Background: an optimization exercise with open tools, aiming at small area, a short achievable clock period and few clock cycles per item. Do not read the settings as production practice. RTL that was checked went through simulation tests only; none was proved equivalent to the original. Power figures rest on the tool's default switching activity, not on a simulated workload.

==> v32 <==
Design modbus_engine, start of the top module:
module modbus_engine #(
    parameter N_COIL    = 64,
    parameter N_DI      = 32,
    parameter N_HR      = 32,
    parameter N_IR      = 16,
    parameter BASE_COIL = 16'h0010,
    parameter BASE_DI   = 16'h0200,
    parameter BASE_HR   = 16'h0100,
    parameter BASE_IR   = 16'h0300,
    parameter EXC_ADDR  = 8'h02
) (
    input  wire               clk,
    input  wire               rst,
    input  wire               rx_valid,
    input  wire [7:0]         rx_data,
    output wire               rx_ready,
    output wire               tx_valid,
    output wire [7:0]         tx_data,
    output wire               tx_last,
    input  wire               tx_ready,
    input  wire [N_DI-1:0]    di_in,
    input  wire [16*N_IR-1:0] ir_in
);
==> flow/config.mk <==
export PLATFORM = sky130hd
export DESIGN_NAME = modbus_engine
export DESIGN_NICKNAME = modbus_engine
export VERILOG_FILES = /design/flow/design.v
export SDC_FILE = /design/flow/constraint.sdc
export NUM_CORES = 4
export LEC_CHECK = 0
export CAP_MARGIN = 60
export CORE_MARGIN = 2
export CORE_UTILIZATION = 60
export CTS_CLUSTER_DIAMETER = 70
export CTS_CLUSTER_SIZE = 30
export PLACE_DENSITY = 0.7
export SLEW_MARGIN = 60
==> flow/constraint.sdc <==
create_clock -name core_clock -period 12.0 [get_ports {clk}]
set_input_delay 2.4000 -clock core_clock [delete_from_list [all_inputs] [get_ports {clk}]]
set_output_delay 2.4000 -clock core_clock [all_outputs]
set_load 0.01 [all_outputs]
standard.sh (not shown) runs the stock make flow with config.mk's settings and CLKGATE_MAP_FILE= SYNTH_SCRIPT=/design/flow/synth_recipe.tcl, a recipe that flattens the netlist after the stock synthesis.
==> flow/flow/run.sh <==
#!/bin/bash
# The standard layout; only the port buffer cell is chosen here (buf_2
# instead of the buffer ORFS picks by default). Every tool's output goes to
# standard.log in this folder.
export BUFFER_PORTS_ARGS="-buffer_cell sky130_fd_sc_hd__buf_2"
bash standard.sh > standard.log 2>&1
==> v1 (differences from v32) <==
--- a/flow/design.v
+++ b/flow/design.v
@@ -17,16 +17,30 @@
     output wire               tx_valid,
     output wire [7:0]         tx_data,
     output wire               tx_last,
     input  wire               tx_ready,
     input  wire [N_DI-1:0]    di_in,
     input  wire [16*N_IR-1:0] ir_in
 );
     integer i, b;
+    function le16;
+        input [15:0] x, y;
+        integer k;
+        reg lt, eq;
+        begin
+            lt = 1'b0;
+            eq = 1'b1;
+            for (k = 15; k >= 0; k = k - 1) begin
+                lt = lt | (eq & ~x[k] & y[k]);
+                eq = eq & ~(x[k] ^ y[k]);
+            end
+            le16 = lt | eq;
+        end
+    endfunction
     reg         rdy_q;       
     reg         fld_q;       
     reg  [4:0]  pos;         
     reg  [15:0] rem;         
     reg         rem1;        
     reg         rhz;         
     reg         z5;          
     reg         decided;     
@@ -52,17 +66,16 @@
     reg  [7:0]  cm_q;        
     reg  [63:0]  coil;
     reg  [511:0] hr;
     reg         tx_act;
     reg         tx_desc;     
     reg  [6:0]  o;           
     reg  [1:0]  tx_exc;
     reg         tx_bits, tx_regs, tx_echo, tx_pin, tx_17, tx_rwok;
-    reg  [5:0]  wend_q;      
     reg         rwq_ok;      
     reg  [6:0]  tx_lo;       
     reg         o_lt5;       
     reg         o_ge9;       
     reg  [4:0]  tp;          
     reg  [4:0]  ra;          
     reg         rmw_q;       
     reg  [3:0]  tg;          
@@ -80,56 +93,53 @@
     wire [15:0] WA  = {f12, f13};
     wire [15:0] WQ  = {f14, f15};
     wire fc01 = fc == 8'h01, fc02 = fc == 8'h02, fc03 = fc == 8'h03, fc04 = fc == 8'h04;
     wire fc05 = fc == 8'h05, fc06 = fc == 8'h06, fc0f = fc == 8'h0F, fc10 = fc == 8'h10;
     wire fc16 = fc == 8'h16, fc17 = fc == 8'h17;
     wire known = fc01 | fc02 | fc03 | fc04 | fc05 | fc06 | fc0f | fc10 | fc16 | fc17;
     wire [6:0] ca = A[6:0] - 7'h10;                       
     reg       ac_q, ad_q, ah_q, ai_q, wah_q, wqr_q, wq0_q, wqb_q;
-    reg [6:0] lc_q;
-    reg [5:0] l32_q, lw_q;
-    reg [4:0] li_q;
+    wire [6:0] lc_q  = 7'd64 - {1'b0, ca[5:0]};
+    wire [5:0] l32_q = 6'd32 - {1'b0, A[4:0]};
+    wire [4:0] li_q  = 5'd16 - {1'b0, A[3:0]};
+    wire [5:0] lw_q  = 6'd32 - {1'b0, WA[4:0]};
     reg       k01, k02, k03, k04, k05, k06, k0f, k10, k16, k17;
     reg [4:0] dpm1;          
     always @(posedge clk) begin
         ac_q  <= (A[15:7] == 9'd0) && (A[6:0] >= 7'h10) && (A[6:0] <= 7'h4F);
-        lc_q  <= 7'd64 - {1'b0, ca[5:0]};
         ad_q  <= A[15:5] == 11'h010;
         ah_q  <= A[15:5] == 11'h008;
-        l32_q <= 6'd32 - {1'b0, A[4:0]};
         ai_q  <= A[15:4] == 12'h030;
-        li_q  <= 5'd16 - {1'b0, A[3:0]};
         wah_q <= WA[15:5] == 11'h008;
-        lw_q  <= 6'd32 - {1'b0, WA[4:0]};
-        wqr_q <= (WQ[15:6] == 10'd0) && (WQ[5:0] <= lw_q);
+        wqr_q <= (WQ[15:6] == 10'd0) && le16({10'd0, WQ[5:0]}, {10'd0, lw_q});
         wq0_q <= WQ == 16'd0;
         wqb_q <= WQ > 16'd121;
         k01 <= fc01; k02 <= fc02; k03 <= fc03; k04 <= fc04; k05 <= fc05;
         k06 <= fc06; k0f <= fc0f; k10 <= fc10; k16 <= fc16; k17 <= fc17;
         dpm1 <= dpos - 5'd1;
     end
     reg  q0_r, qa_r, qb_r, qc_r, qd_r, qff_r, rgc_r, rg32_r, rgi_r;
     wire [15:0] Qn = {f10, rx_data};
     always @(posedge clk)
         if (fire && pos == 5'd11) begin
             q0_r   <= Qn == 16'd0;
-            qa_r   <= Qn > 16'd2000;
-            qb_r   <= Qn > 16'd125;
-            qc_r   <= Qn > 16'd1984;
-            qd_r   <= Qn > 16'd123;
+            qa_r   <= !le16(Qn, 16'd2000);
+            qb_r   <= !le16(Qn, 16'd125);
+            qc_r   <= !le16(Qn, 16'd1984);
+            qd_r   <= !le16(Qn, 16'd123);
             qff_r  <= Qn == 16'hFF00;
-            rgc_r  <= (Qn[15:7] == 9'd0)  && (Qn[6:0] <= lc_q);
-            rg32_r <= (Qn[15:6] == 10'd0) && (Qn[5:0] <= l32_q);
-            rgi_r  <= (Qn[15:5] == 11'd0) && (Qn[4:0] <= li_q);
+            rgc_r  <= (Qn[15:7] == 9'd0)  && le16({9'd0, Qn[6:0]}, {9'd0, lc_q});
+            rg32_r <= (Qn[15:6] == 10'd0) && le16({10'd0, Qn[5:0]}, {10'd0, l32_q});
+            rgi_r  <= (Qn[15:5] == 11'd0) && le16({11'd0, Qn[4:0]}, {11'd0, li_q});
         end
     wire q0       = q0_r;
     wire [5:0] wr_end = {1'b0, WA[4:0]} + WQ[5:0];        
-    wire rem_lt12 = (rem[15:8] == 8'd0) && (rem[7:0] < f12);
-    wire rem_lt16 = (rem[15:8] == 8'd0) && (rem[7:0] < f16);
+    wire rem_lt12 = (rem[15:8] == 8'd0) && !le16({8'd0, f12}, {8'd0, rem[7:0]});
+    wire rem_lt16 = (rem[15:8] == 8'd0) && !le16({8'd0, f16}, {8'd0, rem[7:0]});
     wire rng_coil = ac_q && rgc_r;
     wire rng_di   = ad_q && rg32_r;
     wire rng_hr   = ah_q && rg32_r;
     wire rng_ir   = ai_q && rgi_r;
     wire rng_hrw  = wah_q && wqr_q;
     wire e3 = short_q ||
         ((k01 | k02) && (q0 || qa_r)) ||
         ((k03 | k04) && (q0 || qb_r)) ||
@@ -187,19 +197,19 @@
     wire       p1le13   = last_r || pos <= 5'd12;                      
     wire       p1ge9    = !last_r && pos >= 5'd8;                      
     wire       p1dp     = !last_r && pos == dpm1;                      
     wire       dec1     = trig;
     wire       decd1    = last_r ? 1'b0 : (trig | decided);
     wire       pend_n   = dec_q | (pend & !tx_load);
     wire       tact_n   = tx_start | (tx_act & !(gen_adv && t_last));
     wire [6:0] pz0      = {2'b00, pos};
-    wire       o_le_p   = o <= pz0;
+    wire       o_le_p   = le16({9'd0, o}, {9'd0, pz0});
     wire       o_eq_p1  = o == pz0 + 7'd1;
-    wire       ole0     = tx_start || (gen_adv ? (o < pz0) : o_le_p);
+    wire       ole0     = tx_start || (gen_adv ? !le16({9'd0, pz0}, {9'd0, o}) : o_le_p);
     wire       ole1     = tx_start || (last_r ? (!gen_adv && o == 7'd0) :
                                        gen_adv ? o_le_p : (o_le_p || o_eq_p1));
     wire       tst_s    = tx_early | decided;                        
     wire       tst0     = tx_start ? tst_s : tstarted;
     wire       tst1     = tx_start ? (tst_s & !last_r) : (tstarted & !last_r);
     wire       hr_n     = tx_hr_rd   | (tx_load & p_hr);
     wire       coil_n   = tx_coil_rd | (tx_load & p_coil);
     wire       reg_n    = tx_reg_rd  | (tx_load & p_reg);
@@ -251,17 +261,16 @@
         rst_q <= rst;
         if (dec_q) begin
             rc_q   <= rc_c;
             rc_ok  <= ok_c;
             p_hr   <= fc03 || fc17;
             p_coil <= fc01;
             p_reg  <= fc03 || fc04 || fc17;
             w0f    <= k0f;
-            wend_q <= wr_end;
         end
         we_q  <= 1'b0;
         cwe_q <= 1'b0;
         if (ex_q) begin
             if (k05) begin
                 cwe_q <= rc_ok;
                 wa_q  <= ca[5:0];
                 wd_q[7:0] <= {8{f10[0]}};
@@ -389,17 +398,17 @@
         endcase
     end
     wire pop = v0 && tx_ready;
     always @(posedge clk) begin
         rw_q <= (tx_pin && !rmw_q) ? ir_in[16*ra[3:0] +: 16] : hr_rd;
         tp   <= tp_n;
         ra   <= rmw_n ? f9[4:0] : tp_n;
         rwq_ok <= !((we_q && wa_q[4:0] == ra) ||
-                    (wleft != 7'd0 && {1'b0, ra} >= wptr && {1'b0, ra} < wend_q));
+                    (wleft != 7'd0 && {1'b0, ra} >= wptr && {1'b0, ra} < wr_end));
         rmw_q <= rmw_n;
         if (rhi)
             lo_q <= rw_q[7:0];
         if (bfetch) begin
             bb_q <= (bwin >> tsh) & bmask;
             tg   <= tg + 4'd1;
             tbl  <= tbl8;
             bpre <= 1'b1;
==> flow/config.mk (replaced) <==
export PLATFORM = sky130hd
export DESIGN_NAME = modbus_engine
export DESIGN_NICKNAME = modbus_engine
export VERILOG_FILES = /design/flow/design.v
export SDC_FILE = /design/flow/constraint.sdc
export NUM_CORES = 4
export LEC_CHECK = 0
export CAP_MARGIN = 60
export CORE_MARGIN = 2
export CORE_UTILIZATION = 50
export CTS_CLUSTER_DIAMETER = 70
export CTS_CLUSTER_SIZE = 30
export PLACE_DENSITY = 0.6
export SLEW_MARGIN = 60
==> v35 (differences from v32) <==
--- a/flow/design.v
+++ b/flow/design.v
@@ -18,22 +18,20 @@
     output wire [7:0]         tx_data,
     output wire               tx_last,
     input  wire               tx_ready,
     input  wire [N_DI-1:0]    di_in,
     input  wire [16*N_IR-1:0] ir_in
 );
     integer i, b;
     reg         rdy_q;       
-    reg         fld_q;       
     reg  [4:0]  pos;         
     reg  [15:0] rem;         
     reg         rem1;        
     reg         rhz;         
-    reg         z5;          
     reg         decided;     
     reg         dec_q;       
     reg         short_q;     
     reg         pend;        
     reg  [1:0]  rc_q;        
     reg         p_hr, p_coil, p_reg;  
     reg         rc_ok;       
     reg         ex_q;        
@@ -102,46 +100,32 @@
         lw_q  <= 6'd32 - {1'b0, WA[4:0]};
         wqr_q <= (WQ[15:6] == 10'd0) && (WQ[5:0] <= lw_q);
         wq0_q <= WQ == 16'd0;
         wqb_q <= WQ > 16'd121;
         k01 <= fc01; k02 <= fc02; k03 <= fc03; k04 <= fc04; k05 <= fc05;
         k06 <= fc06; k0f <= fc0f; k10 <= fc10; k16 <= fc16; k17 <= fc17;
         dpm1 <= dpos - 5'd1;
     end
-    reg  q0_r, qa_r, qb_r, qc_r, qd_r, qff_r, rgc_r, rg32_r, rgi_r;
-    wire [15:0] Qn = {f10, rx_data};
-    always @(posedge clk)
-        if (fire && pos == 5'd11) begin
-            q0_r   <= Qn == 16'd0;
-            qa_r   <= Qn > 16'd2000;
-            qb_r   <= Qn > 16'd125;
-            qc_r   <= Qn > 16'd1984;
-            qd_r   <= Qn > 16'd123;
-            qff_r  <= Qn == 16'hFF00;
-            rgc_r  <= (Qn[15:7] == 9'd0)  && (Qn[6:0] <= lc_q);
-            rg32_r <= (Qn[15:6] == 10'd0) && (Qn[5:0] <= l32_q);
-            rgi_r  <= (Qn[15:5] == 11'd0) && (Qn[4:0] <= li_q);
-        end
-    wire q0       = q0_r;
+    wire q0       = Q == 16'd0;
     wire [5:0] wr_end = {1'b0, WA[4:0]} + WQ[5:0];        
     wire rem_lt12 = (rem[15:8] == 8'd0) && (rem[7:0] < f12);
     wire rem_lt16 = (rem[15:8] == 8'd0) && (rem[7:0] < f16);
-    wire rng_coil = ac_q && rgc_r;
-    wire rng_di   = ad_q && rg32_r;
-    wire rng_hr   = ah_q && rg32_r;
-    wire rng_ir   = ai_q && rgi_r;
+    wire rng_coil = ac_q && (Q[15:7] == 9'd0)  && (Q[6:0] <= lc_q);
+    wire rng_di   = ad_q && (Q[15:6] == 10'd0) && (Q[5:0] <= l32_q);
+    wire rng_hr   = ah_q && (Q[15:6] == 10'd0) && (Q[5:0] <= l32_q);
+    wire rng_ir   = ai_q && (Q[15:5] == 11'd0) && (Q[4:0] <= li_q);
     wire rng_hrw  = wah_q && wqr_q;
     wire e3 = short_q ||
-        ((k01 | k02) && (q0 || qa_r)) ||
-        ((k03 | k04) && (q0 || qb_r)) ||
-        (k05 && !q0 && !qff_r) ||
-        (k0f && (q0 || qc_r || {f12, 3'b000} < Q[10:0] || rem_lt12)) ||
-        (k10 && (q0 || qd_r || f12 != {Q[6:0], 1'b0} || rem_lt12)) ||
-        (k17 && (q0 || qb_r || wq0_q || wqb_q || f16 != {WQ[6:0], 1'b0} || rem_lt16));
+        ((k01 | k02) && (q0 || Q > 16'd2000)) ||
+        ((k03 | k04) && (q0 || Q > 16'd125)) ||
+        (k05 && !q0 && Q != 16'hFF00) ||
+        (k0f && (q0 || Q > 16'd1984 || {f12, 3'b000} < Q[10:0] || rem_lt12)) ||
+        (k10 && (q0 || Q > 16'd123 || f12 != {Q[6:0], 1'b0} || rem_lt12)) ||
+        (k17 && (q0 || Q > 16'd125 || wq0_q || wqb_q || f16 != {WQ[6:0], 1'b0} || rem_lt16));
     wire e2 =
         (k01 && !rng_coil) || (k02 && !rng_di) || (k03 && !rng_hr) || (k04 && !rng_ir) ||
         (k05 && !ac_q) || ((k06 | k16) && !ah_q) || (k0f && !rng_coil) || (k10 && !rng_hr) ||
         (k17 && !(rng_hrw && rng_hr));
     wire [1:0] rc_c = !known ? 2'd1 : e3 ? 2'd3 : e2 ? 2'd2 : 2'd0;
     wire       ok_c = rc_c == 2'd0;
     reg [4:0] dpos;
     always @(*) begin
@@ -213,22 +197,22 @@
     wire       bf0 = (pos  <= 5'd13) && ((pend_n && !own_n) || (tact_n && !tst0 && ole0));
     wire       bf1 = p1le13 && (((pend_n || dec1)  && !own_n) || (tact_n && !tst1 && ole1));
     wire       dbub1 = dec1  && p1ge9 && k0f;                           
     wire       hb0 = (!decided && pos  >= 5'd9 && pos  == dpos && hz_dec) || (wnz0 && hz_dat);
     wire       hb1 = (!decd1   && p1ge9 && p1dp && hz_dec) || (wnz1 && hz_dat);
     wire       rdy0 = !bf0 && !hb0;
     wire       rdy1 = !bf1 && !dbub1 && !hb1;
     always @(posedge clk) begin
-        if (fld_q) begin
-            if (pos == 5'd0 || z5) f0 <= rx_data;
+        if (fire) begin
+            if (pos == 5'd0)  f0  <= rx_data;
             if (pos == 5'd1)  f1  <= rx_data;
             if (pos == 5'd2)  f2  <= rx_data;
             if (pos == 5'd3)  f3  <= rx_data;
-            if (pos == 5'd6 && !z5) f6 <= rx_data;
+            if (pos == 5'd6)  f6  <= rx_data;
             if (pos == 5'd7)  f7  <= rx_data;
             if (pos == 5'd8)  f8  <= rx_data;
             if (pos == 5'd9)  f9  <= rx_data;
             if (pos == 5'd10) f10 <= rx_data;
             if (pos == 5'd11) f11 <= rx_data;
             if (pos == 5'd12) f12 <= rx_data;
             if (pos == 5'd13) f13 <= rx_data;
             if (pos == 5'd14) f14 <= rx_data;
@@ -273,59 +257,55 @@
                 wd_q <= {f10, f11};
             end
         end
         if (ex2_q && k16) begin
             we_q <= rc_ok;
             wa_q <= {1'b0, f9[4:0]};
             wd_q <= (rw_q & Q) | (WA & ~Q);
         end
-        if (hi_dec)
+        if (rdy_q && hi_dec)
             wd_q[15:8] <= rx_data;
-        if (wleft != 7'd0 && !dec_q) begin
+        if (rdy_q && wleft != 7'd0 && !dec_q) begin
             wa_q <= wptr;
             cm_q <= cmask;
             if (w0f || wleft[0])
                 wd_q[7:0] <= rx_data;
             else
                 wd_q[15:8] <= rx_data;
         end
         wptr <= fire ? wp1 : wp0;
         if (fire && wdat) begin
             if (w0f)
                 cwe_q <= rc_ok;
             else if (wleft[0])
                 we_q  <= rc_ok;
         end
         if (rst) begin
             rdy_q    <= 1'b0;
-            fld_q    <= 1'b0;
             pos      <= 5'd0;
-            z5       <= 1'b0;
             hdr_ok   <= 1'b0;
             tstarted <= 1'b0;
             decided  <= 1'b0;
             dec_q    <= 1'b0;
             ex_q     <= 1'b0;
             ex2_q    <= 1'b0;
             pend     <= 1'b0;
             wleft    <= 7'd0;
             we_q     <= 1'b0;
             cwe_q    <= 1'b0;
         end else begin
             rdy_q <= fire ? rdy1 : rdy0;
-            fld_q <= fire ? !bf1 : !bf0;
             dec_q <= fire && trig;
             ex_q  <= dec_q;
             ex2_q <= ex_q;
             pend  <= pend_n;
             tstarted <= fire ? tst1 : tst0;
             hdr_ok   <= fire ? (pos == 5'd5 ? !(rhz && rx_data[7:1] == 7'd0) : hdr_ok & !last_r) : hdr_ok;
-            pos      <= z5 ? {4'd0, fire} : fire ? pos1 : pos;
-            z5       <= fire && last5;
+            pos      <= fire ? (last5 ? 5'd0 : pos1) : pos;
             decided  <= fire ? decd1 : decided;
             wleft    <= fire ? wl1 : wl0;
         end
     end
     wire [15:0] hwd  = rst_q ? 16'd0 : wd_q;
     wire [15:0] dwin = {8'd0, wd_q[7:0]} << wa_q[2:0];
     wire [15:0] mwin = {8'd0, cm_q} << wa_q[2:0];
     wire [3:0]  cg   = {1'b0, wa_q[5:3]};
==> flow/config.mk (replaced) <==
export PLATFORM = sky130hd
export DESIGN_NAME = modbus_engine
export DESIGN_NICKNAME = modbus_engine
export VERILOG_FILES = /design/flow/design.v
export SDC_FILE = /design/flow/constraint.sdc
export NUM_CORES = 4
export LEC_CHECK = 0
export CAP_MARGIN = 60
export CORE_MARGIN = 2
export CORE_UTILIZATION = 50
export CTS_CLUSTER_DIAMETER = 70
export CTS_CLUSTER_SIZE = 30
export PLACE_DENSITY = 0.6
export SLEW_MARGIN = 60
==> notes <==
- The highest cell count belongs to v35, the lowest to v32.
- Between v1 and v35, the lower synthesized cell count is in v1 (gap about 0.35%, measured against v35).
- Sequential share of layout area: v32 > v35 > v1.
- Between v1 and v32, the lower routed wire length is in v1 (gap 6.9%, measured against v32).
- The highest sequential power belongs to v1, the lowest to v35.
- The lowest area after synthesis belongs to v1, the highest to v32.
- Of v1 and v32, v32 has the higher flip-flop and latch count (gap 22).
- Via count, highest first: v32, v1, v35.
- Of v35 and v1, v1 has the higher core utilization (gap 0.21 points).
Testbench counts of v32, summed over its fixed seeds: cycles 64,209, items 3,200.
No functional check of the RTL was part of v1 and v35.

==> what the ideal ports hide <==
The results above use ideal ports. As a check the final layouts listed here were re-extracted and re-timed, cells and wires unchanged.
Step 1 sets driving cells, clkbuf_16 on the clock port and buf_2 on the other inputs (assumed; they add their load-dependent delay and slew).
Step 2 also shifts input and output timing later by t, the mid clock arrival at the registers, as if the neighbouring blocks saw the same clock.
Slacks: no drivers / after step 1 / after step 2; pairs: no drivers / after step 1.
run | t (ns) | setup slack, ns | hold slack, ns | slew at the worst register clock pin (ns) | pins driven straight from the clock port
v32 | 0.712 | 8.081 / 8.101 / 7.390 | 0.470 / 0.470 / 0.470 | 0.12 / 0.12 | 1
v1 | 0.732 | 7.895 / 7.945 / 7.213 | 0.472 / 0.472 / 0.472 | 0.11 / 0.11 | 1
v35 | 0.746 | 7.976 / 7.994 / 7.275 | 0.470 / 0.470 / 0.470 | 0.12 / 0.12 | 1
After both steps every run listed still meets setup and hold. For v35, which loses most, drivers alone change the setup slack by +0.018 ns; drivers and shift together by -0.701 ns.
